Context: an optimization exercise on an open-source flow, tuned for small area. The choices shown serve that exercise and are no tape-out recipe. Only simulation tests tie the RTL to the original design; equivalence was not proved. Power figures rest on the tool's default switching activity, not on a simulated workload.

$ cat design/flow/run.sh
#!/bin/bash
# synth_recipe.tcl (not shown) runs the flow's synth.tcl, then flattens the netlist and writes it again
# the make line also repeats each setting of config.mk as NAME=value (left out here)
make -C /OpenROAD-flow-scripts/flow DESIGN_CONFIG=/design/flow/config.mk WORK_HOME=/design/flow/orfs CLKGATE_MAP_FILE= SYNTH_SCRIPT=/design/flow/synth_recipe.tcl finish
$ cat design/flow/constraint.sdc
create_clock -name core_clock -period 10.0 [get_ports {clk}]
set_input_delay 2.0000 -clock core_clock [delete_from_list [all_inputs] [get_ports {clk}]]
set_output_delay 2.0000 -clock core_clock [all_outputs]
set_load 0.01 [all_outputs]
$ cat design/flow/config.mk
export PLATFORM = sky130hd
export DESIGN_NAME = hba_regfront
export DESIGN_NICKNAME = hba_regfront
export VERILOG_FILES = /design/flow/design.v
export SDC_FILE = /design/flow/constraint.sdc
export NUM_CORES = 4
export LEC_CHECK = 0
export CAP_MARGIN = 20
export CORE_MARGIN = 2
export CORE_UTILIZATION = 40
export SLEW_MARGIN = 20
$ cat design/flow/design.v
module hba_echo_handler #(
    parameter LEN_W  = 5,
    parameter RLEN_W = 6
) (
    input  wire [LEN_W-1:0]  msg_len,
    output wire              has_reply,
    output wire [RLEN_W-1:0] reply_len
);
    assign has_reply = 1'b1;
    assign reply_len = {msg_len, 1'b0};
endmodule
module hba_regfront (
    input  wire        clk,
    input  wire        rst_n,
    input  wire        msix_avail,    
    input  wire        req_valid,
    input  wire        req_write,
    input  wire [1:0]  req_win,       
    input  wire [3:0]  req_size,      
    input  wire [15:0] req_addr,
    input  wire [31:0] req_wdata,
    output wire        rsp_valid,
    output wire [31:0] rsp_rdata,
    output wire        irq_line,
    output wire        msix_notify,
    output wire        transport_reset,
    output wire        viol_valid,
    output wire [3:0]  viol_code
);
    localparam MSG_WORDS = 31;
    localparam [1:0] S_NONE = 2'd0, S_WRITE = 2'd1, S_READ = 2'd2;
    localparam [3:0] V_PV_WIDTH            = 4'd1;
    localparam [3:0] V_PV_KEY              = 4'd2;
    localparam [3:0] V_PV_DB_INDEX         = 4'd3;
    localparam [3:0] V_PV_DB_WRITE_IN_READ = 4'd4;
    localparam [3:0] V_UA_UNKNOWN_OFFSET   = 4'd5;
    localparam [3:0] V_UA_UNIMPLEMENTED    = 4'd6;
    localparam [3:0] V_UA_DIAG_WINDOW      = 4'd7;
    localparam [3:0] V_UA_DB_FUNCTION      = 4'd8;
    localparam [3:0] V_UA_WO_READ          = 4'd9;
    localparam [3:0] R_DB     = 4'd10;    
    localparam [3:0] R_DBDATA = 4'd11;    
    localparam [3:0] R_DIAG   = 4'd12;
    localparam [3:0] R_ISTS   = 4'd13;
    localparam [3:0] R_IMASK  = 4'd14;
    localparam [3:0] R_HCB    = 4'd15;
    localparam [3:0] W_MSIX   = 4'd13;
    localparam [3:0] W_TRESET = 4'd14;
    reg        msix_inuse;
    reg        ist0;           
    reg [2:0]  imask;          
    reg [1:0]  dbstate;
    reg [4:0]  capm1;          
    reg [5:0]  cnt;            
    reg [31:0] buf_w [0:MSG_WORDS-1];
    reg [2:0]  progress;       
    reg [31:0] hcbsize;
    reg        rv;
    reg [3:0]  ev;
    wire diag_we = (progress == 3'd6);
    wire bad_width = (req_size != 4'd4) || (req_addr[1:0] != 2'b00);
    wire in_diag   = req_win[1];
    wire io_range  = (req_win == 2'd1) && (req_addr[15:8] != 8'h00);
    wire hi_zero   = (req_addr[15:8] == 8'h00);
    wire a_db      = hi_zero && (req_addr[7:0] == 8'h00);
    wire a_wrseq   = hi_zero && (req_addr[7:0] == 8'h04);
    wire a_diag    = hi_zero && (req_addr[7:0] == 8'h08);
    wire a_ists    = hi_zero && (req_addr[7:0] == 8'h30);
    wire a_imask   = hi_zero && (req_addr[7:0] == 8'h34);
    wire a_hcb     = hi_zero && (req_addr[7:0] == 8'h74);
    wire a_any     = a_db || a_wrseq || a_diag || a_ists || a_imask || a_hcb;
    reg  is_unimpl;
    always @(*) begin
        case (req_addr[7:0])
            8'h38, 8'h3C, 8'h48, 8'h6C, 8'h78, 8'h7C,
            8'hB0, 8'hB4, 8'hB8, 8'hBC, 8'hC0, 8'hC4:
                is_unimpl = hi_zero;
            default:
                is_unimpl = 1'b0;
        endcase
    end
    wire [3:0] wr_key = req_wdata[3:0];
    wire       fn_mur = (req_wdata[31:24] == 8'h40);
    wire       fn_hs  = (req_wdata[31:24] == 8'h42);
    reg [3:0] exp_key;
    always @(*) begin
        case (progress)
            3'd0: exp_key = 4'hF;
            3'd1: exp_key = 4'h4;
            3'd2: exp_key = 4'hB;
            3'd3: exp_key = 4'h2;
            3'd4: exp_key = 4'h7;
            default: exp_key = 4'hD;
        endcase
    end
    wire cap_zero  = (capm1 == 5'd31);
    wire last_word = (cnt[4:0] == capm1);
    wire all_read  = (cnt == {capm1, 1'b1});
    reg        n_ist0;
    reg [2:0]  n_imask;
    reg [1:0]  n_dbstate;
    reg [4:0]  n_capm1;
    reg [5:0]  n_cnt;
    reg [2:0]  n_progress;
    reg [31:0] n_hcbsize;
    reg        do_append;
    reg        do_eval;
    reg        do_soft;
    reg [3:0]  n_ev;
    always @(*) begin
        n_ist0     = ist0;
        n_imask    = imask;
        n_dbstate  = dbstate;
        n_capm1    = capm1;
        n_cnt      = cnt;
        n_progress = progress;
        n_hcbsize  = hcbsize;
        do_append  = 1'b0;
        do_eval    = 1'b0;
        do_soft    = 1'b0;
        n_ev       = 4'd0;
        if (req_valid) begin
            if (bad_width) begin
                n_ev = V_PV_WIDTH;
            end else if (in_diag) begin
                n_ev = V_UA_DIAG_WINDOW;
            end else if (!a_any || io_range) begin
                n_ev = (is_unimpl && !io_range) ? V_UA_UNIMPLEMENTED
                                                : V_UA_UNKNOWN_OFFSET;
            end else if (!req_write) begin
                if (a_db) begin
                    n_ev = R_DB;
                    if (dbstate == S_READ && !all_read) begin
                        n_ev  = R_DBDATA;
                        n_cnt = cnt + 6'd1;
                    end
                end else if (a_wrseq) begin
                    n_ev = V_UA_WO_READ;
                end else if (a_diag) begin
                    n_ev = R_DIAG;
                end else if (a_ists) begin
                    n_ev = R_ISTS;
                end else if (a_imask) begin
                    n_ev = R_IMASK;
                end else begin
                    n_ev = R_HCB;
                end
            end else begin
                if (a_db) begin
                    if (fn_mur) begin
                        do_soft = 1'b1;
                    end else begin
                        case (dbstate)
                            S_WRITE: begin
                                if (!cap_zero) begin
                                    do_append = 1'b1;
                                    n_cnt     = cnt + 6'd1;
                                    if (last_word) begin
                                        n_cnt     = 6'd63;
                                        n_dbstate = S_READ;
                                        n_ist0    = 1'b1;
                                        do_eval   = 1'b1;
                                    end
                                end else begin
                                    n_ev      = V_PV_DB_INDEX;
                                    n_dbstate = S_NONE;
                                end
                            end
                            S_READ: begin
                                n_ev = V_PV_DB_WRITE_IN_READ;
                            end
                            default: begin
                                if (fn_hs) begin
                                    n_dbstate = S_WRITE;
                                    n_capm1   = req_wdata[20:16] - 5'd1;
                                    n_cnt     = 6'd0;
                                    n_ist0    = 1'b1;
                                    do_eval   = 1'b1;
                                end else begin
                                    n_ev = V_UA_DB_FUNCTION;
                                end
                            end
                        endcase
                    end
                end else if (a_wrseq) begin
                    if (wr_key == 4'h0) begin
                        n_progress = 3'd0;
                    end else if (!diag_we && wr_key == exp_key) begin
                        n_progress = progress + 3'd1;
                    end else begin
                        n_ev       = V_PV_KEY;
                        n_progress = 3'd0;
                    end
                end else if (a_diag) begin
                    if (diag_we && req_wdata[2]) begin
                        do_soft    = 1'b1;
                        n_progress = 3'd0;
                        n_hcbsize  = 32'h0001_0000;
                    end
                end else if (a_ists) begin
                    if (dbstate != S_READ) begin
                        n_ist0 = 1'b0;
                    end else if (all_read) begin
                        n_dbstate = S_NONE;
                        n_ist0    = 1'b0;
                    end
                    do_eval = 1'b1;
                end else if (a_imask) begin
                    n_imask = {req_wdata[30], req_wdata[3], req_wdata[0]};
                    do_eval = 1'b1;
                end else begin
                    n_hcbsize = req_wdata;
                end
                if (do_eval && msix_inuse && n_ist0 && !n_imask[0])
                    n_ev = W_MSIX;
            end
            if (do_soft) begin
                n_ist0    = 1'b0;
                n_dbstate = S_NONE;
                do_append = 1'b0;
                n_ev      = W_TRESET;
            end
        end
    end
    always @(posedge clk) begin
        if (!rst_n) begin
            msix_inuse <= msix_avail;
            ist0       <= 1'b0;
            imask      <= 3'b111;
            dbstate    <= S_NONE;
            progress   <= 3'd0;
            hcbsize    <= 32'h0001_0000;
            rv         <= 1'b0;
            ev         <= 4'd0;
        end else begin
            ist0       <= n_ist0;
            imask      <= n_imask;
            dbstate    <= n_dbstate;
            progress   <= n_progress;
            hcbsize    <= n_hcbsize;
            rv         <= req_valid && !req_write;
            ev         <= n_ev;
        end
    end
    always @(posedge clk) begin
        capm1 <= n_capm1;
        cnt   <= n_cnt;
    end
    always @(posedge clk) begin
        if (rst_n && do_append)
            buf_w[cnt[4:0]] <= req_wdata;
    end
    wire [31:0] rword = buf_w[cnt[5:1]];
    wire [15:0] rhalf = cnt[0] ? rword[31:16] : rword[15:0];
    wire r_db     = rv && (ev == R_DB);
    wire r_dbdata = rv && (ev == R_DBDATA);
    wire r_diag   = rv && (ev == R_DIAG);
    wire r_ists   = rv && (ev == R_ISTS);
    wire r_imask  = rv && (ev == R_IMASK);
    wire r_hcb    = rv && (ev == R_HCB);
    assign rsp_valid = rv;
    assign rsp_rdata =
          ({32{r_db}}     & ((dbstate == S_NONE) ? 32'h0000_0001 : 32'h0800_0000))
        | ({32{r_dbdata}} & {16'h0800, rhalf})
        | ({32{r_diag}}   & {24'd0, diag_we, 7'd0})
        | ({32{r_ists}}   & {31'd0, ist0})
        | ({32{r_imask}}  & {1'b0, imask[2], 26'd0, imask[1], 2'b00, imask[0]})
        | ({32{r_hcb}}    & hcbsize);
    assign irq_line        = !msix_inuse && ist0 && !imask[0];
    assign msix_notify     = !rv && (ev == W_MSIX);
    assign transport_reset = !rv && (ev == W_TRESET);
    assign viol_valid      = (ev != 4'd0) && (ev <= 4'd9);
    assign viol_code       = viol_valid ? ev : 4'd0;
endmodule
==> run_results.csv, run 1 <==
group,metric,value,unit
timing,max_slew_margin,26.70,%
floorplan,design.core.area,103500,um2
timing,setup-violations-final,0,
clock_network,cts_root_buffer,"clkbuf_16",
yosys,muxShareOfSynthArea,17.03,%
pwr,combinationalPowerShare,1.4,%
layout,area_growth,15.24,%
place,hpwlAfterDp,57260,um
floorplan,initial_utilization,40.37,%
layout,fin_cells,3678,
worst_setup_path,crit_top_cell,"mux4_2",
yosys,synth-simple-area-share,3.602,%
layout,nets,2278,
routing,wl_per_cell,28.26,um
yosys,synth_ff_type,"edfxtp_1",
yosys,synth_area_leaders,"edfxtp_1 72%, mux4_2 16%, dfxtp_1 2.4%, mux2i_1 1.1%, nand2_1 0.95%",
floorplan,ioPinCount,100,
yosys,netlist_area,41780,um2
layout,fillerInstances,8563,
grt,grt_use_total,19.38,%
run_status,outcome,"complete, no violations",
yosys,yosysUniqueCellTypes,64,
worst_setup_path,slowest_delay,900,ps
clock_network,clkLatencyLatePin,670,ps
place,gp_congestion,0.8721,
worst_setup_path,end_kind,"output pin",
floorplan,die_h,327.2,um
timing,fin_tns_setup,0,ps
flow_run,max-cap-violations,0,
pwr,leakage,14.91,nW
routing,drt_wl_total,103900,um
grt,grt_max_degree,135,
pwr,power_frac_seq,54.4,%
routing,ant_nets,0,
grt,grt_antenna_before_repair,7,
yosys,synth_nets,2126,
clock_network,clk_pin_slew,60,ps
routing,dr.pass1.iters,7,
timing,worst_pin_slew,1099,ps
clock_network,cts_resized,0,
clock_network,cts-hold-fix-buffers,0,
timing,skew,17.08,ps
worst_hold_path,hp-class,"register to register",
yosys,yosysTopAreaCellShare,72.15,%
routing,vias,20940,
place,io_buffers,98,
timing,timing.final.hold_violations,0,
yosys,ys_ff_latch,1055,
clock_network,cts_buffers,104,
routing,drtIter0Drc,2385,
worst_setup_path,cp_num_buf_inv,2,
worst_setup_path,arrival,4910,ps
yosys,async_flop_share,0,%
yosys,synth_compound_area_share,2.584,%
clock_network,cts_sinks,1055,
yosys,synth_edf_count,1004,
clock_network,cts_setup_buffers,0,
yosys,synth_top_family_by_area,"multiplexers",
worst_setup_path,critPathKind,"register to output pin",
yosys,syn_area_per_cell,20.33,um2
yosys,yosys.area_share.adder,0.3593,%
grt,grt_pass1_vias,21330,
pwr,powerDensity,184.4,nW/um2
routing,route.detailed.drc,0,
layout,drive_gt1_share,25.47,%
pwr,clkPwrFrac,44.2,%
pwr,ir_worst_vdd,0.1525,mV
timing,fmax,0.1446,GHz
clock_network,cts_tree,"built",
pwr,intPower,0.007134,W
pwr,switching_share,19.65,%
worst_setup_path,start_kind,"register",
yosys,ys_seq_area_share,74.60,%
worst_setup_path,cp_slowest_cell,"dfxtp_4",
worst_setup_path,cp.required,8000,ps
clock_network,cts_buffer_depth,3,
timing,finalCritPeriodShare,69.14,%
floorplan,fp.dieArea,107100,um2
yosys,yosysWarnings,1,
worst_setup_path,cp_max_fo,88,
timing,drv_slew,0,
routing,vias_per_cell,5.693,
grt,grt_first_pass_wirelength,149200,um
floorplan,die_width,327.2,um
grt,grt-ovfl-total,0,
floorplan,rows,118,
pwr,p_switching,0.001745,W
layout,seq_area,31180,um2
place,place_inst,3481,
yosys,synth_cells,2055,
timing,rsz0062_at_grt,"false",
yosys,yosysTopAreaCell,"edfxtp_1",
clock_network,h-tree-depth,3,
worst_setup_path,worst_path_dominant_cell_family,"buffers and inverters",
worst_setup_path,crit_chain,"buf_12 -> mux4_2 -> mux4_2 -> a22o_1 -> a21oi_1 -> o21ai_0 -> clkdlybuf4s50_1",
layout,multi_input_area,10280,um2
timing,period_needed,6914,ps
yosys,synth_xor_area_share,0.4402,%
==> registers in the layout, summed over array words and instances, names as in the netlist, named ones only <==
signal	count
buf_w	992
imask	3
hcbsize	32
cnt	6
dbstate	2
ev	4
progress	3
ist0	1
capm1	5
rv	1
msix_inuse	1
==> stage by stage <==
step | power, W | utilization (%) | setup WS [ps] | area, um2 | hold slack, ps
CTS | 0.008944 | 46.58 | 2992 | 48210 | 452.7
global route | 0.009112 | 46.52 | 2788 | 48150 | 472.8
global placement | 0.005043 | 43.25 | 3060 | 44770 | 437.9
floorplan | 0.004946 | - | 4396 | 41780 | 426.8
finish | 0.008879 | 46.53 | 3086 | 48150 | 451.7
detailed placement | 0.005050 | 43.24 | 2957 | 44760 | 443.9
==> power groups by stage <==
stage	Clock (W)	Combinational, W	Sequential (W)
2_1_floorplan	0	0.0000188	0.00493
3_3_place_gp	0	0.000115	0.00493
3_5_place_dp	0	0.000122	0.00493
4_1_cts	0.00399	0.000123	0.00483
5_1_grt	0.00415	0.000130	0.00483
6_report	0.00393	0.000120	0.00483
==> metal layers <==
metal  vias to the layer above  GRT usage (%)  wire (um)
met3                       161          3.760       6871
met1                     11160          25.90      42140
met5                         -              0         34
li1                       8819              -          -
met2                       790          32.10      51400
met4                         6          6.332       3494
==> tightest hold or removal path, cell delays in order (launching register included) <==
cell	delay, ps
dfxtp_1	310
nand2_1	50
a21oi_1	50
==> layout make-up <==
type	count	share of cell area (%)
tap	1380	3.586
inverter	22	0.1715
sequential	1055	64.76
clock buffer	129	5.813
antenna	1	0.005197
clock inverter	67	1.351
multi-input combinational	863	21.35
timing repair buffer	161	2.962
==> final timing paths <==
check	start	endpoint	slack [ps]	depth (start not counted)
worst max-delay path	register	rsp_rdata[15]	3090	7
worst min register to register	hcbsize[9]	hcbsize[9]	450	2
worst min-delay path	hcbsize[9]	hcbsize[9]	450	2
worst max register to register	dbstate[1]	buf_w[22][17]	6400	7
==> synthesized netlist by cell type, types with 9 or more instances <==
cell and instances:
o21ai_0 48, mux2i_1 45, nand2_1 106, clkbuf_1 61
inv_1 22, mux2_2 15, xnor2_1 16, dfxtp_1 51
and2_1 18, buf_2 32, nand3_1 40, mux4_2 288
buf_1 18, edfxtp_1 1004, ha_1 12, a22oi_1 21
nor3_1 17, nor2_1 70, nor4_1 9, a21oi_1 57
==> layout by cell type (no fill, tap or decap), types with 39 or more instances in the layout <==
master	count
clkdlybuf4s50_1	85
a21oi_1	57
clkbuf_16	106
mux2i_1	45
nand2_1	106
buf_4	60
edfxtp_1	1004
nand3_1	40
mux4_2	288
o21ai_0	48
nor2_1	39
dfxtp_1	47
==> kinds of logic after synthesis <==
| kind of cell | Yosys count |
|---|---|
| buffers and inverters | 137 |
| muxes | 349 |
| adders and majority gates | 12 |
| and+or+nand+nor | 311 |
| DFF | 1055 |
| xor gates and xnor gates | 21 |
| AOI/OAI and AO/OA | 170 |
==> inputs of run 2 (changes only) <==
--- a/design/flow/design.v
+++ b/design/flow/design.v
@@ -51,7 +51,7 @@
     reg [2:0]  imask;          
     reg [1:0]  dbstate;
-    reg [4:0]  capm1;          
+    reg [4:0]  cap;            
     reg [5:0]  cnt;            
-    reg [31:0] buf_w [0:MSG_WORDS-1];
+    reg [31:0] chain [0:MSG_WORDS-1];
     reg [2:0]  progress;       
     reg [31:0] hcbsize;
@@ -94,15 +94,17 @@
         endcase
     end
-    wire cap_zero  = (capm1 == 5'd31);
-    wire last_word = (cnt[4:0] == capm1);
-    wire all_read  = (cnt == {capm1, 1'b1});
+    wire [5:0] cnt_inc   = cnt + 6'd1;
+    wire       cap_zero  = (cap == 5'd0);
+    wire       last_word = (cnt_inc[4:0] == cap);
+    wire       all_read  = (cnt == {cap, 1'b0});
     reg        n_ist0;
     reg [2:0]  n_imask;
     reg [1:0]  n_dbstate;
-    reg [4:0]  n_capm1;
+    reg [4:0]  n_cap;
     reg [5:0]  n_cnt;
     reg [2:0]  n_progress;
     reg [31:0] n_hcbsize;
     reg        do_append;
+    reg        do_rshift;      
     reg        do_eval;
     reg        do_soft;
@@ -112,9 +114,10 @@
         n_imask    = imask;
         n_dbstate  = dbstate;
-        n_capm1    = capm1;
+        n_cap      = cap;
         n_cnt      = cnt;
         n_progress = progress;
         n_hcbsize  = hcbsize;
         do_append  = 1'b0;
+        do_rshift  = 1'b0;
         do_eval    = 1'b0;
         do_soft    = 1'b0;
@@ -132,6 +135,7 @@
                     n_ev = R_DB;
                     if (dbstate == S_READ && !all_read) begin
-                        n_ev  = R_DBDATA;
-                        n_cnt = cnt + 6'd1;
+                        n_ev      = R_DBDATA;
+                        n_cnt     = cnt_inc;
+                        do_rshift = !cnt[0] && (cnt != 6'd0);
                     end
                 end else if (a_wrseq) begin
@@ -155,7 +159,7 @@
                                 if (!cap_zero) begin
                                     do_append = 1'b1;
-                                    n_cnt     = cnt + 6'd1;
+                                    n_cnt     = cnt_inc;
                                     if (last_word) begin
-                                        n_cnt     = 6'd63;
+                                        n_cnt     = 6'd0;
                                         n_dbstate = S_READ;
                                         n_ist0    = 1'b1;
@@ -173,5 +177,5 @@
                                 if (fn_hs) begin
                                     n_dbstate = S_WRITE;
-                                    n_capm1   = req_wdata[20:16] - 5'd1;
+                                    n_cap     = req_wdata[20:16];
                                     n_cnt     = 6'd0;
                                     n_ist0    = 1'b1;
@@ -244,13 +248,29 @@
     end
     always @(posedge clk) begin
-        capm1 <= n_capm1;
+        cap   <= n_cap;
         cnt   <= n_cnt;
     end
+    wire       en15 = cap[4];
+    wire [3:0] rem  = cap[4] ? cap[3:0] : cap[3:0] - 4'd1;
+    wire [31:0] s4 = en15   ? chain[16] : req_wdata;
+    wire [31:0] s3 = rem[3] ? chain[8]  : s4;
+    wire [31:0] s2 = rem[2] ? chain[4]  : s3;
+    wire [31:0] s1 = rem[1] ? chain[2]  : s2;
+    wire [31:0] s0 = rem[0] ? chain[1]  : s1;
+    wire shift = rst_n && (do_append || do_rshift);
+    integer k;
     always @(posedge clk) begin
-        if (rst_n && do_append)
-            buf_w[cnt[4:0]] <= req_wdata;
-    end
-    wire [31:0] rword = buf_w[cnt[5:1]];
-    wire [15:0] rhalf = cnt[0] ? rword[31:16] : rword[15:0];
+        if (shift) begin
+            for (k = 0; k < MSG_WORDS - 1; k = k + 1)
+                chain[k] <= chain[k + 1];
+            chain[30] <= req_wdata;
+            chain[15] <= s4;
+            chain[7]  <= s3;
+            chain[3]  <= s2;
+            chain[1]  <= s1;
+            chain[0]  <= s0;
+        end
+    end
+    wire [15:0] rhalf = cnt[0] ? chain[0][15:0] : chain[0][31:16];
     wire r_db     = rv && (ev == R_DB);
     wire r_dbdata = rv && (ev == R_DBDATA);
--- a/design/flow/config.mk
+++ b/design/flow/config.mk
@@ -9,3 +9,6 @@
 export CORE_MARGIN = 2
 export CORE_UTILIZATION = 40
+export CTS_BUF_LIST = sky130_fd_sc_hd__clkbuf_8
+export CTS_CLUSTER_DIAMETER = 40
+export CTS_CLUSTER_SIZE = 20
 export SLEW_MARGIN = 20
==> run 2 against run 1 <==
Critical path type is now input pin to register. Sequential power shrank 2%. Clock skew grew 27 ps. Worst setup slack gained 1300 ps. Area after synthesis shrank 15%. Non-clock buffer count shrank 40. Clock power shrank 21%. Cell count shrank 13%. Sequential share of layout area grew 11 points. First-iteration DRC count shrank 30%. Largest power group unchanged. Largest cell class unchanged. Still clean.
==> run_results.csv, run 2 <==
group,metric,value,unit
run_status,outcome,"complete, no violations",
timing,finalCritPeriodShare,56.47,%
timing,max_slew_margin,22.92,%
clock_network,cts-hold-fix-buffers,0,
grt,grt-ovfl-total,0,
layout,fin_util,46.19,%
clock_network,cts_sinks,1050,
pwr,leakage,12.94,nW
worst_setup_path,start_kind,"input pin",
routing,vias,15930,
flow_run,max-cap-violations,0,
yosys,synth_ff_type,"edfxtp_1",
worst_setup_path,arrival,6010,ps
grt,grt_use_total,13.36,%
place,gp_congestion,0.8409,
grt,grt_pass1_vias,15550,
floorplan,ioPinCount,100,
layout,drive_gt1_share,16.85,%
floorplan,initial_utilization,40.30,%
routing,route.detailed.drc,0,
yosys,yosysWarnings,2,
yosys,synthTopCellsByCount,"1004 x edfxtp_1, 98 x mux2_2, 75 x a21oi_1",
clock_network,h-tree-depth,3,
timing,timing.final.hold_violations,0,
routing,top_layer,"met5",
timing,fmax,0.1771,GHz
yosys,synth_area_leaders,"edfxtp_1 85%, mux2_2 3.1%, dfxtp_1 2.6%, mux2i_1 1.5%, a21oi_1 1.1%",
clock_network,cts_buffer_depth,3,
place,dpl_cell_area,38140,um2
clock_network,cts_resized,0,
place,io_buffers,98,
timing,period_needed,5647,ps
floorplan,die_h,302.4,um
clock_network,clkLatencyLatePin,750,ps
timing,drv_slew,0,
routing,routedLengthMet1,29750,um
grt,grt_first_pass_wirelength,92720,um
pwr,powerDensity,194.2,nW/um2
yosys,async_flop_share,0,%
worst_setup_path,reg2reg_depth,7,
timing,rsz0062_at_grt,"false",
layout,final_common_cell,"edfxtp_1",
yosys,netlist_area,35620,um2
clock_network,cts_root_buffer,"clkbuf_8",
clock_network,cts_tree,"built",
routing,drt_wl_total,61070,um
yosys,yosysUniqueCellTypes,61,
timing,fin_tns_setup,0,ps
routing,dr.pass1.iters,7,
routing,vias_per_cell,4.983,
layout,fin_area,40820,um2
yosys,synth_edf_count,1004,
timing,skew,44.15,ps
clock_network,clk_pin_slew,110,ps
floorplan,rows,109,
layout,largest_reg_flops,992,
routing,wl_per_cell,19.10,um
routing,ant_nets,0,
layout,layout.cells.most_common_list,"1004 x edfxtp_1, 119 x clkbuf_8, 98 x mux2_2, 98 x clkdlybuf4s50_1, 75 x a21oi_1",
routing,wl_met3,4579,um
worst_setup_path,cp.required,10360,ps
routing,drtIter0Drc,1665,
yosys,ys_ff_latch,1050,
routing,route.met2.wl,25220,um
yosys,yosysTopAreaCell,"edfxtp_1",
timing,worst_pin_slew,1156,ps
worst_setup_path,critPathKind,"input pin to register",
clock_network,cts_setup_buffers,0,
floorplan,die_width,302.4,um
timing,setup-violations-final,0,
layout,area_growth,14.61,%
floorplan,design.core.area,88370,um2
place,hpwlAfterDp,35940,um
worst_setup_path,cp_max_fo,208,
yosys,ys_seq_area_share,87.24,%
pwr,ir_worst_vdd,0.1296,mV
layout,nets,2001,
yosys,synth_nets,1820,
worst_setup_path,reg2reg_slack,5980,ps
worst_hold_path,min_path_cells,0,
grt,grt_antenna_before_repair,8,
grt,grt_max_degree,209,
yosys,synth_most_common_cell,"edfxtp_1",
floorplan,fp.dieArea,91440,um2
worst_hold_path,hp-class,"register to register",
yosys,yosysTopAreaCellShare,84.65,%
yosys,synth_cells,1750,
yosys,syn_area_per_cell,20.35,um2
worst_setup_path,end_kind,"register",
clock_network,cts_buffers,111,
==> run 2: cell count changes after synthesis, moves of 13 or more <==
cell	change
mux4_2	-288
mux2_2	+83
nand2_1	-36
inv_1	+28
clkbuf_1	-26
buf_2	-23
o21ai_0	-23
a22oi_1	-19
a21oi_1	+18
buf_1	-13
==> run 2: worst max-delay path, stage by stage <==
cell and delay, ps:
clkdlybuf4s50_1 420, nor2_1 690, nand3_2 290, nor2_2 240, and2_1 350, nand3_4 150
nor3_4 870, buf_12 700
==> run 2: per-stage QoR <==
stage	setup WS [ps]	cells	power, W	hold slack, ps
6_report	4353	3197	0.007928	396.9
5_1_grt	4272	3196	0.008207	402.9
4_1_cts	4538	3194	0.008031	407.8
3_5_place_dp	3721	2982	0.004916	404.5
3_3_place_gp	3820	2982	0.004915	400.2
2_1_floorplan	-16950	1750	0.004860	400.3
==> run 2: cell families after synthesis <==
family          count (synthesis)  synth area share [%]
flops                        1050                 87.24
simple gates                  276                 3.829
mux                           151                 4.588
compound gates                138                 2.241
buf+inv                       104                 1.163
xor+xnor                       20                0.5551
fa+ha+maj                      11                0.3864
==> run 2: final timing paths <==
kind,from,endpoint
setup / recovery,req_addr[1],chain[23][5]
setup reg to reg,cap[4],chain[23][5]
hold / removal,chain[22][1],chain[21][1]
hold reg to reg,chain[22][1],chain[21][1]
==> run 2: power by group <==
group | total (W) | internal (W) | leakage [nW] | switching [W]
clock | 0.00311 | 0.00139 | 1.35 | 0.00172
combinational | 0.0000761 | 0.0000303 | 2.20 | 0.0000457
sequential | 0.00474 | 0.00474 | 9.39 | 0.000000990
==> run 2: final cells by class <==
cell class / count / area [um2]
Multi-Input combinational cell: 596 / 4217
Inverter: 51 / 191.4
Tap cell: 1165 / 1458
Sequential cell: 1050 / 31070
Clock inverter: 93 / 1027
Fill cell: 7405 / 47560
Timing Repair Buffer: 121 / 1214
Antenna cell: 2 / 5.005
Clock buffer: 119 / 1638
==> run 2: layer usage <==
metal,vias up,global-route usage (%)
met5,-,0
met4,12,4.046
met3,126,3.534
met2,479,18.16
met1,8147,20.93
li1,7168,-
==> inputs of run 3 (changes only) <==
--- a/design/flow/config.mk
+++ b/design/flow/config.mk
@@ -9,6 +9,3 @@
 export CORE_MARGIN = 2
 export CORE_UTILIZATION = 40
-export CTS_BUF_LIST = sky130_fd_sc_hd__clkbuf_8
-export CTS_CLUSTER_DIAMETER = 40
-export CTS_CLUSTER_SIZE = 20
 export SLEW_MARGIN = 20
==> run 3 against run 2 <==
Via count down 0.74%. Maximum frequency down 0.80%. Sequential cell count unchanged. Routed wire length down 0.31%. Sequential power about the same. Worst setup slack worse by 46 ps. Sequential share of layout area down 1.1 points. Largest cell class unchanged.
==> run_results.csv, run 3 <==
group,metric,value,unit
run_status,outcome,"complete, no violations",
worst_setup_path,cp_num_buf_inv,2,
yosys,ys_seq_area_share,87.24,%
worst_setup_path,worst_path_dominant_cell_family,"simple AND/OR/NAND/NOR gates",
yosys,yosysUniqueCellTypes,61,
worst_setup_path,critPathKind,"input pin to register",
place,io_buffers,98,
yosys,synth_edf_count,1004,
layout,nets,1991,
worst_hold_path,min_path_cells,0,
yosys,ys_ff_latch,1050,
worst_hold_path,hp-class,"register to register",
timing,fmax,0.1757,GHz
grt,grt_antenna_before_repair,7,
grt,grt_use_total,13.40,%
place,gp_congestion,0.8409,
clock_network,clk_pin_slew,60,ps
worst_setup_path,regToRegStartpoint,"cap[4]",
worst_setup_path,cp_num_cells,8,
yosys,muxShareOfSynthArea,4.588,%
floorplan,ioPinCount,100,
grt,grt_pass1_vias,15590,
timing,max_slew_margin,20.62,%
worst_setup_path,reg2reg_to,"chain[16][5]",
clock_network,cts_setup_buffers,0,
routing,drt_wl_total,60880,um
routing,ant_nets,0,
yosys,synth_ff_type,"edfxtp_1",
layout,multi_input_area,4217,um2
timing,drv_slew,0,
timing,rsz0062_at_grt,"false",
layout,final_common_cell,"edfxtp_1",
layout,fillerInstances,7307,
yosys,async_flop_share,0,%
routing,vias_per_cell,4.982,
timing,worst_pin_slew,1191,ps
clock_network,cts_resized,0,
pwr,leakage,13.19,nW
yosys,yosysTopAreaCellShare,84.65,%
floorplan,initial_utilization,40.30,%
yosys,synth_compound_area_share,2.241,%
routing,dr.pass1.iters,7,
worst_setup_path,start_kind,"input pin",
floorplan,die_width,302.4,um
worst_setup_path,slowest_delay,860,ps
timing,setup-violations-final,0,
worst_setup_path,cp_max_fo,208,
floorplan,rows,109,
timing,finalCritPeriodShare,56.93,%
worst_setup_path,cp.required,10270,ps
yosys,synth_top_family_by_area,"multiplexers",
flow_run,max-cap-violations,0,
yosys,synthTopCellsByCount,"1004 x edfxtp_1, 98 x mux2_2, 75 x a21oi_1",
routing,drtIter0Drc,1755,
routing,wl_per_cell,19.18,um
grt,grt_max_degree,209,
clock_network,cts_root_buffer,"clkbuf_16",
clock_network,h-tree-depth,3,
routing,route.detailed.drc,0,
timing,period_needed,5693,ps
layout,area_growth,16.34,%
worst_hold_path,min-delay-start,"chain[3][16]",
clock_network,cts_sinks,1050,
worst_setup_path,reg2reg_slack,5910,ps
clock_network,cts-hold-fix-buffers,0,
yosys,yosys.area_share.adder,0.3864,%
floorplan,die_h,302.4,um
clock_network,cts_buffer_depth,3,
routing,vias,15810,
yosys,synth_xor_area_share,0.5551,%
layout,layout.cells.most_common_list,"1004 x edfxtp_1, 101 x clkbuf_16, 98 x mux2_2, 98 x clkdlybuf4s50_1, 75 x a21oi_1",
timing,fin_tns_setup,0,ps
worst_setup_path,cp_slowest_cell,"nor3_4",
yosys,synth_area_leaders,"edfxtp_1 85%, mux2_2 3.1%, dfxtp_1 2.6%, mux2i_1 1.5%, a21oi_1 1.1%",
yosys,synth_cells,1750,
pwr,powerDensity,206.2,nW/um2
timing,whs,398.0,ps
layout,drive_gt1_share,14.36,%
floorplan,design.core.area,88370,um2
timing,skew,40.44,ps
pwr,ir_worst_vdd,0.1616,mV
yosys,netlist_area,35620,um2
yosys,yosysWarnings,2,
timing,timing.final.hold_violations,0,
yosys,syn_area_per_cell,20.35,um2
floorplan,fp.dieArea,91440,um2
worst_setup_path,end_kind,"register",
clock_network,clkLatencyLatePin,670,ps
layout,seq_area,31070,um2
worst_hold_path,whs_endpoint,"chain[2][16]",
grt,grt-ovfl-total,0,
yosys,synth_nets,1820,
layout,largest_reg_flops,992,
place,hpwlAfterDp,35940,um
grt,grt_first_pass_wirelength,93050,um
yosys,synth-simple-area-share,3.829,%
clock_network,cts_buffers,101,
yosys,yosysTopAreaCell,"edfxtp_1",
worst_setup_path,arrival,5960,ps
clock_network,cts_tree,"built",
worst_setup_path,crit_chain,"clkdlybuf4s50_1 -> nor2_1 -> nand3_2 -> nor2_2 -> and2_1 -> nand3_4 -> nor3_4 -> buf_12",
worst_setup_path,reg2reg_depth,7,
yosys,synth_most_common_cell,"edfxtp_1",
run 3: cell count changes in the layout (fill, tap and decap cells not counted), moves of 6 or more:
cell and delta:
clkbuf_16 +101, clkinv_4 -6, inv_8 -15, inv_6 -6, clkinv_1 +13, clkbuf_1 +24, clkinv_8 -13, clkbuf_8 -108
clkinvlp_4 -8, inv_1 -7
run 3: cell type report:
| class | instances | share of cell area [%] |
|---|---|---|
| Sequential cell | 1050 | 74.98 |
| Multi-Input combinational cell | 596 | 10.18 |
| Clock buffer | 136 | 6.683 |
| Tap cell | 1165 | 3.518 |
| Timing Repair Buffer | 121 | 2.929 |
| Clock inverter | 52 | 1.229 |
| Inverter | 51 | 0.4620 |
| Antenna cell | 3 | 0.01812 |
run 3: worst max path at each step:
| stage | startpoint | to | slack, ps |
|---|---|---|---|
| global route | req_addr[1] | chain[23][5] | 4140 |
| detailed placement | req_addr[1] | chain[22][5] | 3720 |
| global placement | req_addr[1] | chain[16][5] | 3820 |
| CTS | req_addr[1] | chain[16][5] | 4430 |
| floorplan | req_addr[12] | chain[0][0] | -16950 |
| finish | req_addr[1] | chain[16][5] | 4310 |
run 3: cell families after synthesis:
logic type | Yosys count
and+or+nand+nor | 276
buffers and inverters | 104
AOI/OAI and AO/OA | 138
adders and majority gates | 11
muxes | 151
DFF | 1050
xor gates and xnor gates | 20
run 3: per-stage QoR:
step | cell area, um2 | instances | worst slack, ps | utilization [%] | total power [W]
after floorplan | 35670 | 1750 | -16950 | - | 0.004860
after global placement | 38140 | 2982 | 3820 | 43.16 | 0.004915
after detailed placement | 38140 | 2982 | 3721 | 43.16 | 0.004916
after CTS | 41420 | 3170 | 4432 | 46.87 | 0.008642
after global routing | 41430 | 3171 | 4141 | 46.88 | 0.008830
final | 41430 | 3174 | 4307 | 46.89 | 0.008542
run 3: routing by layer:
metal,part of all wire [%],vias to the layer above,track usage (%)
li1,-,7132,-
met4,1.9,12,3.824
met5,0.11,-,0
met2,42,481,18.12
met1,49,8083,21.12
met3,7.4,106,3.634
run 3: power by group:
| group | total (W) | internal [W] | switching (W) |
|---|---|---|---|
| clock | 0.00372 | 0.00213 | 0.00159 |
| sequential | 0.00475 | 0.00475 | 0.00000107 |
| combinational | 0.0000759 | 0.0000303 | 0.0000456 |
| total | 0.00854 | 0.00691 | 0.00163 |
==> inputs of run 4 (changes only) <==
--- a/design/flow/config.mk
+++ b/design/flow/config.mk
@@ -9,3 +9,6 @@
 export CORE_MARGIN = 2
 export CORE_UTILIZATION = 40
+export CTS_BUF_LIST = sky130_fd_sc_hd__clkbuf_16
+export CTS_CLUSTER_DIAMETER = 50
+export CTS_CLUSTER_SIZE = 30
 export SLEW_MARGIN = 20
==> run 4 against run 3 <==
Critical endpoint is now chain[13][5]. Largest power group unchanged. Still clean on timing, DRC and antenna. Non-clock buffer count stayed put. Synthesized cell count stayed put. Critical path depth stayed put.
==> run_results.csv, run 4 <==
group,metric,value,unit
layout,drive_gt1_share,14.71,%
grt,grt-ovfl-total,0,
timing,period_needed,5711,ps
clock_network,clk_pin_slew,80,ps
worst_setup_path,reg2reg_depth,7,
routing,ant_nets,0,
pwr,ir_worst_vdd,0.1615,mV
clock_network,cts_resized,0,
floorplan,design.core.area,88370,um2
floorplan,rows,109,
yosys,synth_cells,1750,
place,hpwlAfterDp,35940,um
grt,grt_first_pass_wirelength,92040,um
layout,final_common_cell,"edfxtp_1",
worst_setup_path,end_kind,"register",
clock_network,h-tree-depth,3,
grt,grt_pass1_vias,15310,
floorplan,die_h,302.4,um
place,place_inst,2982,
yosys,ys_seq_area_share,87.24,%
run_status,outcome,"complete, no violations",
worst_hold_path,min-delay-start,"chain[13][25]",
worst_hold_path,min_path_cells,0,
clock_network,cts_buffers,85,
yosys,netlist_area,35620,um2
yosys,yosysWarnings,2,
layout,largest_reg_flops,992,
floorplan,fp.dieArea,91440,um2
floorplan,initial_utilization,40.30,%
routing,route.detailed.drc,0,
worst_setup_path,reg2reg_to,"chain[13][5]",
timing,fin_ws,4289,ps
timing,worst_pin_slew,1092,ps
yosys,synth_ff_type,"edfxtp_1",
pwr,leakage,13.11,nW
clock_network,cts_setup_buffers,0,
yosys,synth_area_leaders,"edfxtp_1 85%, mux2_2 3.1%, dfxtp_1 2.6%, mux2i_1 1.5%, a21oi_1 1.1%",
timing,rsz0062_at_grt,"false",
worst_setup_path,reg2reg_slack,5960,ps
yosys,ys_ff_latch,1050,
worst_hold_path,whs_endpoint,"chain[12][25]",
timing,setup-violations-final,0,
layout,nets,1975,
yosys,synth_most_common_cell,"edfxtp_1",
yosys,synth_nets,1820,
yosys,yosysUniqueCellTypes,61,
clock_network,cts-hold-fix-buffers,0,
floorplan,ioPinCount,100,
yosys,async_flop_share,0,%
layout,area_growth,15.84,%
worst_hold_path,hp-class,"register to register",
place,io_buffers,98,
routing,drt_wl_total,60700,um
grt,grt_max_degree,209,
worst_setup_path,start_kind,"input pin",
worst_setup_path,cp_max_fo,208,
place,dpl_worst_slack,3721,ps
timing,whs,402.1,ps
layout,fin_area,41260,um2
clock_network,cts_root_buffer,"clkbuf_16",
layout,fin_cells,3145,
timing,timing.final.hold_violations,0,
routing,vias_per_cell,5.030,
timing,skew,32.63,ps
timing,max_slew_margin,26.16,%
clock_network,clkLatencyLatePin,640,ps
routing,dr.pass1.iters,7,
floorplan,die_width,302.4,um
timing,finalCritPeriodShare,57.11,%
worst_setup_path,critPathKind,"input pin to register",
pwr,powerDensity,203.4,nW/um2
clock_network,cts_tree,"built",
yosys,synthTopCellsByCount,"1004 x edfxtp_1, 98 x mux2_2, 75 x a21oi_1",
clock_network,cts_sinks,1050,
grt,grt_use_total,13.26,%
place,dpl_cell_area,38140,um2
worst_setup_path,arrival,5960,ps
timing,drv_slew,0,
routing,vias,15820,
grt,grt_antenna_before_repair,6,
flow_run,max-cap-violations,0,
clock_network,cts_buffer_depth,3,
routing,wl_per_cell,19.30,um
place,gp_congestion,0.8409,
yosys,yosysTopAreaCell,"edfxtp_1",
layout,layout.cells.most_common_list,"1004 x edfxtp_1, 98 x mux2_2, 98 x clkdlybuf4s50_1, 89 x clkbuf_16, 75 x a21oi_1",
timing,fin_tns_setup,0,ps
yosys,synth_edf_count,1004,
timing,fmax,0.1751,GHz
yosys,syn_area_per_cell,20.35,um2
worst_setup_path,cp.required,10250,ps
yosys,yosysTopAreaCellShare,84.65,%
worst_setup_path,regToRegStartpoint,"cap[4]",
routing,drtIter0Drc,1790,
## run 4: cell counts after synthesis
No cell type changed its count.
## run 4: worst max-delay path by stage
stage / from / end / slack [ps]
2_1_floorplan: req_addr[12] / chain[0][0] / -16950
3_3_place_gp: req_addr[1] / chain[16][5] / 3820
3_5_place_dp: req_addr[1] / chain[22][5] / 3720
4_1_cts: req_addr[1] / chain[1][8] / 4410
5_1_grt: req_addr[1] / chain[22][7] / 4140
6_report: req_addr[1] / chain[13][5] / 4290
## run 4: logic make-up after synthesis
logic type	Yosys count	synth area share [%]
DFF	1050	87.24
and+or+nand+nor	276	3.829
muxes	151	4.588
AOI/OAI and AO/OA	138	2.241
buffers and inverters	104	1.163
xor gates and xnor gates	20	0.5551
adders and majority gates	11	0.3864
## run 4: per-layer routing
layer	vias to the layer above	global-route usage (%)	routed length (um)
li1	7116	-	-
met1	8086	20.85	29530
met2	486	18.15	25240
met3	118	3.124	4395
met4	12	4.175	1477
met5	-	0	66
## run 4: through the flow
stage	power [W]	util, %
detailed placement	0.004916	43.16
global placement	0.004915	43.16
finish	0.008393	46.68
global route	0.008668	46.68
floorplan	0.004860	-
CTS	0.008501	46.67
## run 4: final cells by class
class	count	area, um2
antenna	2	5.005
clock buffer	89	2227
clock inverter	71	874.6
fill	7289	47120
inverter	51	191.4
multi-input combinational	596	4217
sequential	1050	31070
tap	1165	1458
timing repair buffer	121	1214
## run 4: power by group
part	switching, W	total, W	internal (W)
clock network	0.00176	0.00358	0.00182
logic	0.0000455	0.0000759	0.0000303
registers	0.000000999	0.00474	0.00474
total	0.00180	0.00839	0.00659
## run 4: critical path, stage by stage
cell             delay [ps]
clkdlybuf4s50_1         420
nor2_1                  660
nand3_2                 290
nor2_2                  240
and2_1                  340
nand3_4                 150
nor3_4                  860
buf_12                  750
==> inputs of run 5 (changes only) <==
--- a/design/flow/design.v
+++ b/design/flow/design.v
@@ -251,11 +251,11 @@
         cnt   <= n_cnt;
     end
-    wire       en15 = cap[4];
-    wire [3:0] rem  = cap[4] ? cap[3:0] : cap[3:0] - 4'd1;
-    wire [31:0] s4 = en15   ? chain[16] : req_wdata;
-    wire [31:0] s3 = rem[3] ? chain[8]  : s4;
-    wire [31:0] s2 = rem[2] ? chain[4]  : s3;
-    wire [31:0] s1 = rem[1] ? chain[2]  : s2;
-    wire [31:0] s0 = rem[0] ? chain[1]  : s1;
+    wire       en15  = cap[4];
+    wire       head1 = cap[4] ^ cap[0];           
+    wire [2:0] rem   = (cap[4] | cap[0]) ? cap[3:1] : cap[3:1] - 3'd1;
+    wire [31:0] s3 = en15   ? chain[16] : req_wdata;
+    wire [31:0] s2 = rem[2] ? chain[8]  : s3;
+    wire [31:0] s1 = rem[1] ? chain[4]  : s2;
+    wire [31:0] s0 = rem[0] ? chain[2]  : s1;
     wire shift = rst_n && (do_append || do_rshift);
     integer k;
@@ -265,12 +265,12 @@
                 chain[k] <= chain[k + 1];
             chain[30] <= req_wdata;
-            chain[15] <= s4;
-            chain[7]  <= s3;
-            chain[3]  <= s2;
-            chain[1]  <= s1;
-            chain[0]  <= s0;
+            chain[15] <= s3;
+            chain[7]  <= s2;
+            chain[3]  <= s1;
+            chain[1]  <= s0;
         end
     end
-    wire [15:0] rhalf = cnt[0] ? chain[0][15:0] : chain[0][31:16];
+    wire [31:0] rword = head1 ? chain[1] : chain[0];
+    wire [15:0] rhalf = cnt[0] ? rword[15:0] : rword[31:16];
     wire r_db     = rv && (ev == R_DB);
     wire r_dbdata = rv && (ev == R_DBDATA);
--- a/design/flow/config.mk
+++ b/design/flow/config.mk
@@ -8,7 +8,8 @@
 export CAP_MARGIN = 20
 export CORE_MARGIN = 2
-export CORE_UTILIZATION = 40
-export CTS_BUF_LIST = sky130_fd_sc_hd__clkbuf_16
-export CTS_CLUSTER_DIAMETER = 50
-export CTS_CLUSTER_SIZE = 30
+export CORE_UTILIZATION = 80
+export CTS_BUF_LIST = sky130_fd_sc_hd__clkbuf_8
+export CTS_CLUSTER_DIAMETER = 40
+export CTS_CLUSTER_SIZE = 14
+export PLACE_DENSITY = 0.85
 export SLEW_MARGIN = 20
==> run 5 against run 4 <==
Cell area shrank 4.5%. Critical path type unchanged. Global-route usage grew 18 points. Via count grew 3.8%. Area after synthesis shrank 0.53%. Total power shrank 9.6%. Sequential power is essentially flat. Still clean on timing, DRC and antenna. Critical endpoint is now chain[13][13]. Worst setup slack gained 170 ps. Count of clock-buffer cells in the layout grew 16.
==> run_results.csv, run 5 <==
group,metric,value,unit
yosys,synth_nets,1702,
yosys,async_flop_share,0,%
floorplan,die_h,214.4,um
yosys,netlist_area,35430,um2
routing,vias_per_cell,6.612,
clock_network,cts_sinks,1050,
layout,nets,1878,
worst_setup_path,crit_chain,"clkdlybuf4s50_1 -> nor4_2 -> nor2_1 -> a211o_1 -> or3_1 -> a21oi_4 -> buf_16 -> buf_4 -> buf_4",
yosys,synth_cells,1632,
layout,final_common_cell,"edfxtp_1",
worst_setup_path,start_kind,"input pin",
worst_hold_path,hp-class,"register to register",
yosys,ys_seq_area_share,87.70,%
place,place_inst,2294,
pwr,powerDensity,192.5,nW/um2
clock_network,cts_buffers,102,
clock_network,cts_tree,"built",
floorplan,die_width,214.4,um
place,gp_congestion,0.8731,
worst_setup_path,cp_max_fo,62,
layout,fin_area,39410,um2
routing,route.detailed.drc,0,
routing,dr.pass1.iters,6,
worst_setup_path,end_kind,"register",
worst_setup_path,cp_slowest_cell,"buf_4",
floorplan,ioPinCount,100,
yosys,ys_ff_latch,1050,
routing,wl_per_cell,28.76,um
pwr,leakage,12.34,nW
timing,fin_tns_setup,0,ps
clock_network,cts_buffer_depth,3,
routing,drtIter0Drc,2419,
clock_network,clk_pin_slew,130,ps
timing,worst_pin_slew,1149,ps
floorplan,fp.dieArea,45980,um2
timing,timing.final.hold_violations,0,
grt,grt_pass1_vias,16430,
timing,fmax,0.1805,GHz
timing,skew,52.20,ps
routing,ant_nets,0,
layout,layout.cells.most_common_list,"1004 x edfxtp_1, 128 x mux2_2, 105 x clkbuf_8, 98 x clkdlybuf4s50_1, 61 x nand2_1",
timing,drv_slew,0,
layout,diodes,0,
worst_setup_path,cp_num_buf_inv,4,
timing,finalCritPeriodShare,55.41,%
clock_network,h-tree-depth,3,
yosys,yosysTopAreaCell,"edfxtp_1",
flow_run,max-cap-violations,0,
layout,drive_gt1_share,18.39,%
clock_network,clkLatencyLatePin,760,ps
floorplan,initial_utilization,80.64,%
yosys,yosysWarnings,2,
run_status,outcome,"complete, no violations",
grt,grt-ovfl-total,0,
place,hpwlAfterDp,36420,um
layout,fin_cells,2484,
yosys,yosysUniqueCellTypes,66,
place,dpl_worst_slack,3391,ps
worst_setup_path,arrival,5890,ps
grt,grt_max_degree,174,
timing,fin_ws,4459,ps
floorplan,design.core.area,43930,um2
worst_setup_path,worst_path_dominant_cell_family,"buffers and inverters",
worst_setup_path,critPathKind,"input pin to register",
layout,area_growth,11.23,%
clock_network,cts-hold-fix-buffers,0,
yosys,synthTopCellsByCount,"1004 x edfxtp_1, 128 x mux2_2, 62 x nand2_1",
floorplan,rows,77,
grt,grt_use_total,31.50,%
timing,rsz0062_at_grt,"false",
layout,largest_reg_flops,992,
yosys,synth_area_leaders,"edfxtp_1 85%, mux2_2 4.1%, dfxtp_1 2.6%, mux4_2 1.0%, a21oi_1 0.71%",
timing,period_needed,5541,ps
place,dpl_cell_area,37230,um2
worst_setup_path,cp.required,10350,ps
worst_setup_path,slowest_delay,640,ps
grt,grt_first_pass_wirelength,103600,um
timing,setup-violations-final,0,
clock_network,cts_root_buffer,"clkbuf_8",
routing,drt_wl_total,71430,um
timing,max_slew_margin,23.39,%
routing,vias,16430,
worst_setup_path,crit_top_cell,"buf_4",
yosys,syn_area_per_cell,21.71,um2
yosys,synth_most_common_cell,"edfxtp_1",
clock_network,cts_resized,0,
place,io_buffers,98,
yosys,synth_ff_type,"edfxtp_1",
yosys,yosysTopAreaCellShare,85.10,%
grt,grt_antenna_before_repair,1,
yosys,synth_edf_count,1004,
clock_network,cts_setup_buffers,0,
pwr,ir_worst_vdd,0.1802,mV
worst_setup_path,reg2reg_slack,5880,ps
-- run 5: logic make-up after synthesis --
family	Yosys count	synth area share [%]
buffers and inverters	64	0.7169
and+or+nand+nor	227	3.348
adders and majority gates	11	0.3885
xor gates and xnor gates	20	0.5757
DFF	1050	87.70
muxes	151	5.283
AOI/OAI and AO/OA	109	1.988
-- run 5: area by class of cell --
type                    instances  area, um2
flip-flops and latches       1050      31070
fillers                      1308       4524
multi-input cells             518       4194
clock buffers                 105       1445
repair buffers                119       1216
well taps                     592      740.7
clock inverters                83      678.2
inverters                      17      63.81
-- run 5: where the power goes --
group	internal [W]	switching [W]	leakage, nW
Combinational	0.0000306	0.0000431	1.80
Sequential	0.00474	0.00000151	9.39
Clock	0.00121	0.00157	1.15
-- run 5: per-layer routing --
metal  global-route usage, %  part of all wire [%]  routed length [um]  up-vias
met5                       0                 0.017                  12        -
met4                   11.99                   3.8                2721        2
met3                   6.681                   9.9                7039      227
met2                   51.31                    50               35970     1131
met1                   43.38                    36               25690     8269
li1                        -                     -                   -     6796
-- run 5: final timing paths --
path | startpoint | endpoint | cells past startpoint
max | req_addr[2] | chain[13][13] | 9
min | chain[19][4] | chain[18][4] | 0
min reg2reg | chain[19][4] | chain[18][4] | 0
max reg2reg | cap[4] | chain[13][13] | 10
-- run 5: per-stage QoR --
step,utilization [%],hold slack [ps],total power (W)
2_1_floorplan,-,400.3,0.004861
5_1_grt,89.70,394.4,0.007752
6_report,89.70,398.7,0.007586
3_3_place_gp,84.74,400.4,0.004908
3_5_place_dp,84.74,404.5,0.004910
4_1_cts,89.58,392.1,0.007593
==> inputs of run 6 (changes only) <==
--- a/design/flow/config.mk
+++ b/design/flow/config.mk
@@ -9,7 +9,7 @@
 export CORE_MARGIN = 2
 export CORE_UTILIZATION = 80
-export CTS_BUF_LIST = sky130_fd_sc_hd__clkbuf_8
-export CTS_CLUSTER_DIAMETER = 40
-export CTS_CLUSTER_SIZE = 14
+export CTS_BUF_LIST = sky130_fd_sc_hd__clkbuf_8 sky130_fd_sc_hd__clkbuf_16
+export CTS_CLUSTER_DIAMETER = 50
+export CTS_CLUSTER_SIZE = 20
 export PLACE_DENSITY = 0.85
 export SLEW_MARGIN = 20
==> run 6 against run 5 <==
The flow now stops in global routing (5_1_grt). Area after synthesis unchanged. Synthesized cell count unchanged.
==> run_results.csv, run 6 <==
group,metric,value,unit
yosys,ys_ff_latch,1050,
floorplan,initial_utilization,80.64,%
yosys,synth_cells,1632,
clock_network,cts_resized,0,
yosys,ys_seq_area_share,87.70,%
yosys,synth_edf_count,1004,
yosys,async_flop_share,0,%
yosys,muxShareOfSynthArea,5.283,%
yosys,synth_compound_area_share,1.988,%
floorplan,die_h,214.4,um
clock_network,h-tree-depth,3,
place,hpwlAfterDp,36420,um
clock_network,cts_buffer_depth,3,
floorplan,rows,77,
yosys,yosysUniqueCellTypes,66,
place,gp_congestion,0.8731,
run_status,outcome,"aborted with a tool error",
run_status,haltStage,"global routing (5_1_grt)",
place,io_buffers,98,
yosys,yosysWarnings,2,
yosys,synth_top_family_by_area,"multiplexers",
yosys,synth_nets,1702,
clock_network,cts_setup_buffers,0,
clock_network,cts_sinks,1050,
yosys,synth_ff_type,"edfxtp_1",
clock_network,cts_buffers,66,
yosys,synthTopCellsByCount,"1004 x edfxtp_1, 128 x mux2_2, 62 x nand2_1",
grt,grt_max_degree,174,
place,place_inst,2294,
clock_network,cts-hold-fix-buffers,0,
yosys,yosysTopAreaCell,"edfxtp_1",
yosys,yosysTopAreaCellShare,85.10,%
yosys,synth-simple-area-share,3.348,%
floorplan,ioPinCount,100,
yosys,yosys.area_share.adder,0.3885,%
yosys,synth_area_leaders,"edfxtp_1 85%, mux2_2 4.1%, dfxtp_1 2.6%, mux4_2 1.0%, a21oi_1 0.71%",
yosys,syn_area_per_cell,21.71,um2
place,dpl_worst_slack,3391,ps
floorplan,die_width,214.4,um
run_status,first-error,"[ERROR DPL-0033] detailed placement checks failed during check placement.",
clock_network,cts_root_buffer,"clkbuf_16",
grt,grt_antenna_before_repair,6,
yosys,synth_most_common_cell,"edfxtp_1",
yosys,netlist_area,35430,um2
yosys,synth_xor_area_share,0.5757,%
-- run 6: cell counts after synthesis --
Identical to the previous run, type by type.
-- run 6: how the worst max path moves through the flow --
stage / start / depth (start not counted) / to / slack, ps
floorplan: req_addr[15] / 5 / chain[0][0] / -9940
detailed placement: req_addr[2] / 8 / chain[14][15] / 3390
global placement: req_addr[2] / 8 / chain[15][14] / 3520
CTS: req_addr[2] / 8 / chain[13][22] / 3850
-- run 6: power groups by stage --
stage                logic, W  registers (W)  clock network (W)
floorplan           0.0000212        0.00484                  0
global placement    0.0000675        0.00484                  0
detailed placement  0.0000696        0.00484                  0
CTS                 0.0000759        0.00474            0.00288
-- run 6: cells by family after synthesis --
group,after synthesis
XOR/XNOR,20
adder cells (fa/ha/maj),11
flip-flops,1050
buffers and inverters,64
AND/OR/NAND/NOR,227
multiplexers,151
AO/OA/AOI/OAI,109
-- run 6: metrics by stage --
| stage | area (um2) | hold slack, ps |
|---|---|---|
| floorplan | 35460 | 400.3 |
| global placement | 37230 | 400.4 |
| detailed placement | 37230 | 404.5 |
| CTS | 39310 | 423.2 |
==> inputs of run 7 (changes only) <==
==> design/flow/flow/run.sh (new file) <==
#!/bin/bash
# The standard layout (standard.sh, with its unchanged synthesis), with two
# changes: the port buffers are the smallest buffer cell instead of the
# default clkdlybuf4s50_1, and clock tree synthesis clusters the registers
# into groups driven by clkbuf_16 without adding dummy loads.
set -euo pipefail
export BUFFER_PORTS_ARGS="-buffer_cell sky130_fd_sc_hd__buf_1"
export CTS_ARGS="-sink_clustering_enable -repair_clock_nets -dont_use_dummy_load -sink_clustering_size 28 -sink_clustering_max_diameter 60 -buf_list sky130_fd_sc_hd__clkbuf_16"
bash standard.sh finish > standard.log 2>&1
==> design/flow/standard.sh (new file) <==
#!/bin/bash
# synth_recipe.tcl (not shown) runs the flow's synth.tcl, then flattens the netlist and writes it again
# the make line also repeats each setting of config.mk as NAME=value (left out here)
make -C /OpenROAD-flow-scripts/flow DESIGN_CONFIG=/design/flow/config.mk WORK_HOME=/design/flow/orfs CLKGATE_MAP_FILE= SYNTH_SCRIPT=/design/flow/synth_recipe.tcl "${@:-finish}"
==> design/flow/config.mk (replaced) <==
export PLATFORM = sky130hd
export DESIGN_NAME = hba_regfront
export DESIGN_NICKNAME = hba_regfront
export VERILOG_FILES = /design/flow/design.v
export SDC_FILE = /design/flow/constraint.sdc
export NUM_CORES = 4
export LEC_CHECK = 0
export CAP_MARGIN = 20
export CORE_MARGIN = 2
export CORE_UTILIZATION = 70
export PLACE_DENSITY = 0.8
export SLEW_MARGIN = 20
removed: design/flow/run.sh
==> run 7 against run 6 <==
Now clean on timing, DRC and antenna. Synthesized cell count is the same. Area after synthesis is the same.
==> run_results.csv, run 7 <==
group,metric,value,unit
run_status,outcome,"complete, no violations",
worst_hold_path,hp-class,"register to register",
clock_network,clkLatencyLatePin,640,ps
timing,skew,65.91,ps
layout,area_growth,7.304,%
layout,drive_gt1_share,13.42,%
timing,drv_slew,0,
floorplan,die_width,229.0,um
worst_setup_path,crit_chain,"buf_1 -> nor4_2 -> nor2_1 -> a211o_1 -> or3_1 -> a21oi_4 -> buf_4 -> buf_12",
pwr,ir_worst_vdd,0.2084,mV
yosys,synth_cells,1632,
layout,diodes,0,
yosys,netlist_area,35430,um2
floorplan,initial_utilization,70.76,%
yosys,synth_ff_type,"edfxtp_1",
yosys,ys_seq_area_share,87.70,%
timing,fmax,0.1828,GHz
worst_setup_path,start_kind,"input pin",
floorplan,fp.dieArea,52430,um2
clock_network,cts_tree,"built",
yosys,synth_nets,1702,
clock_network,cts_buffer_depth,3,
routing,route.detailed.drc,0,
grt,grt_max_degree,214,
layout,final_common_cell,"edfxtp_1",
yosys,synth_edf_count,1004,
worst_setup_path,reg2reg_slack,5810,ps
yosys,async_flop_share,0,%
routing,drtIter0Drc,1633,
clock_network,cts-hold-fix-buffers,0,
floorplan,rows,82,
pwr,leakage,11.55,nW
clock_network,h-tree-depth,2,
yosys,ys_ff_latch,1050,
flow_run,max-cap-violations,0,
grt,grt_first_pass_wirelength,86320,um
timing,finalCritPeriodShare,54.69,%
layout,nets,1823,
layout,largest_reg_flops,992,
grt,grt_pass1_vias,14430,
yosys,yosysUniqueCellTypes,66,
worst_setup_path,cp_max_fo,207,
place,gp_congestion,0.8662,
worst_setup_path,slowest_delay,710,ps
clock_network,clk_pin_slew,100,ps
floorplan,die_h,229.0,um
clock_network,cts_resized,0,
clock_network,cts_sinks,1050,
clock_network,cts_setup_buffers,0,
routing,drt_wl_total,58110,um
worst_setup_path,cp_num_buf_inv,3,
timing,fin_ws,4531,ps
timing,rsz0062_at_grt,"false",
yosys,yosysTopAreaCell,"edfxtp_1",
timing,period_needed,5469,ps
pwr,total_power,0.006908,W
grt,grt_use_total,22.33,%
routing,wl_per_cell,23.98,um
routing,vias_per_cell,6.104,
yosys,yosysWarnings,2,
worst_setup_path,cp_slowest_cell,"a21oi_4",
worst_setup_path,cp.required,10190,ps
clock_network,cts_buffers,51,
routing,dr.pass1.iters,5,
clock_network,cts_root_buffer,"clkbuf_16",
yosys,synth_most_common_cell,"edfxtp_1",
routing,ant_nets,0,
layout,layout.cells.most_common_list,"1004 x edfxtp_1, 128 x mux2_2, 98 x buf_1, 61 x nand2_1, 51 x clkbuf_16",
worst_setup_path,arrival,5660,ps
grt,grt_antenna_before_repair,1,
place,hpwlAfterDp,32040,um
routing,vias,14790,
floorplan,design.core.area,50070,um2
yosys,synthTopCellsByCount,"1004 x edfxtp_1, 128 x mux2_2, 62 x nand2_1",
place,dpl_worst_slack,4013,ps
yosys,syn_area_per_cell,21.71,um2
timing,timing.final.hold_violations,0,
timing,max_slew_margin,25.09,%
worst_setup_path,critPathKind,"input pin to register",
timing,setup-violations-final,0,
floorplan,ioPinCount,100,
grt,grt-ovfl-total,0,
yosys,yosysTopAreaCellShare,85.10,%
place,io_buffers,98,
worst_setup_path,worst_path_dominant_cell_family,"buffers and inverters",
yosys,synth_area_leaders,"edfxtp_1 85%, mux2_2 4.1%, dfxtp_1 2.6%, mux4_2 1.0%, a21oi_1 0.71%",
timing,worst_pin_slew,1124,ps
worst_setup_path,end_kind,"register",
pwr,powerDensity,181.7,nW/um2
## run 7: cell counts after synthesis
No cell type changed its count.
## run 7: path summary, 6_finish.rpt
check / startpoint / endpoint / depth (start not counted)
setup / recovery: req_addr[2] / chain[18][8] / 8
hold / removal: chain[30][0] / chain[29][0] / 0
setup reg to reg: cap[4] / chain[18][8] / 9
hold reg to reg: chain[30][0] / chain[29][0] / 0
## run 7: per-stage QoR
stage | std cells | area (um2) | TNS, ps | hold slack (ps) | util, %
2_1_floorplan | 1632 | 35460 | -9861600 | 400.3 | -
3_5_place_dp | 2371 | 36720 | 0 | 404.5 | 73.34
4_1_cts | 2422 | 38000 | 0 | 361.9 | 75.89
5_1_grt | 2423 | 38020 | 0 | 364.6 | 75.93
6_report | 2423 | 38020 | 0 | 360.4 | 75.93
3_3_place_gp | 2371 | 36720 | 0 | 400.2 | 73.34
## run 7: power breakdown
part | internal (W) | switching [W]
clock network | 0.000909 | 0.00120
registers | 0.00474 | 0.00000130
logic | 0.0000154 | 0.0000408
## run 7: routing by layer
metal	up-vias	GRT usage [%]	part of all wire, %
met5	-	0	0
met4	0	7.752	3.2
met3	113	3.586	6.3
met2	506	34.89	48
met1	7576	33.13	43
li1	6595	-	-
## run 7: kinds of logic after synthesis
group                      count (synthesis)  share of synthesized area, %
DFF                                     1050                         87.70
and+or+nand+nor                          227                         3.348
muxes                                    151                         5.283
AOI/OAI and AO/OA                        109                         1.988
buffers and inverters                     64                        0.7169
xor gates and xnor gates                  20                        0.5757
adders and majority gates                 11                        0.3885
## run 7: layout make-up
type / instances / area (um2)
multi-input combinational: 518 / 4194
tap: 672 / 840.8
inverter: 17 / 63.81
clock buffer: 51 / 1276
fill: 2632 / 12050
sequential: 1050 / 31070
timing repair buffer: 115 / 570.5

## afterwards: timing with drivers on the ports
The results above use ideal ports. As a check the final layouts listed here were re-extracted and re-timed, cells and wires unchanged. Step 1 sets driving cells, clkbuf_16 on the clock port and buf_2 on the other inputs (assumed; they add their load-dependent delay and slew). Step 2 adds t to the input delays and takes it off the output delays; t is the mean of the earliest and latest rising clock arrival at the registers after step 1. Input paths then give back, and output paths get back, about the clock's delay inside the block. Three values: ideal ports, drivers, drivers and shift; two values: the first two.
run | shift t [ns] | slack for setup (ns) | worst setup path at the end | cell pins on the clock port's net
run 1 | 0.736 | 3.086 / 3.014 / 2.845 | input to register | 1
run 2 | 0.787 | 4.353 / 4.390 / 3.603 | input to register | 1
run 3 | 0.710 | 4.307 / 4.345 / 3.634 | input to register | 1
run 4 | 0.686 | 4.289 / 4.325 / 3.639 | input to register | 1
run 5 | 0.778 | 4.459 / 4.492 / 3.713 | input to register | 1
run 7 | 0.651 | 4.531 / 4.565 / 3.914 | input to register | 1
After both steps setup and hold are still met in every run listed. The setup slack of run 2, which loses most, moves by +0.037 ns with the drivers and by -0.750 ns with both steps.
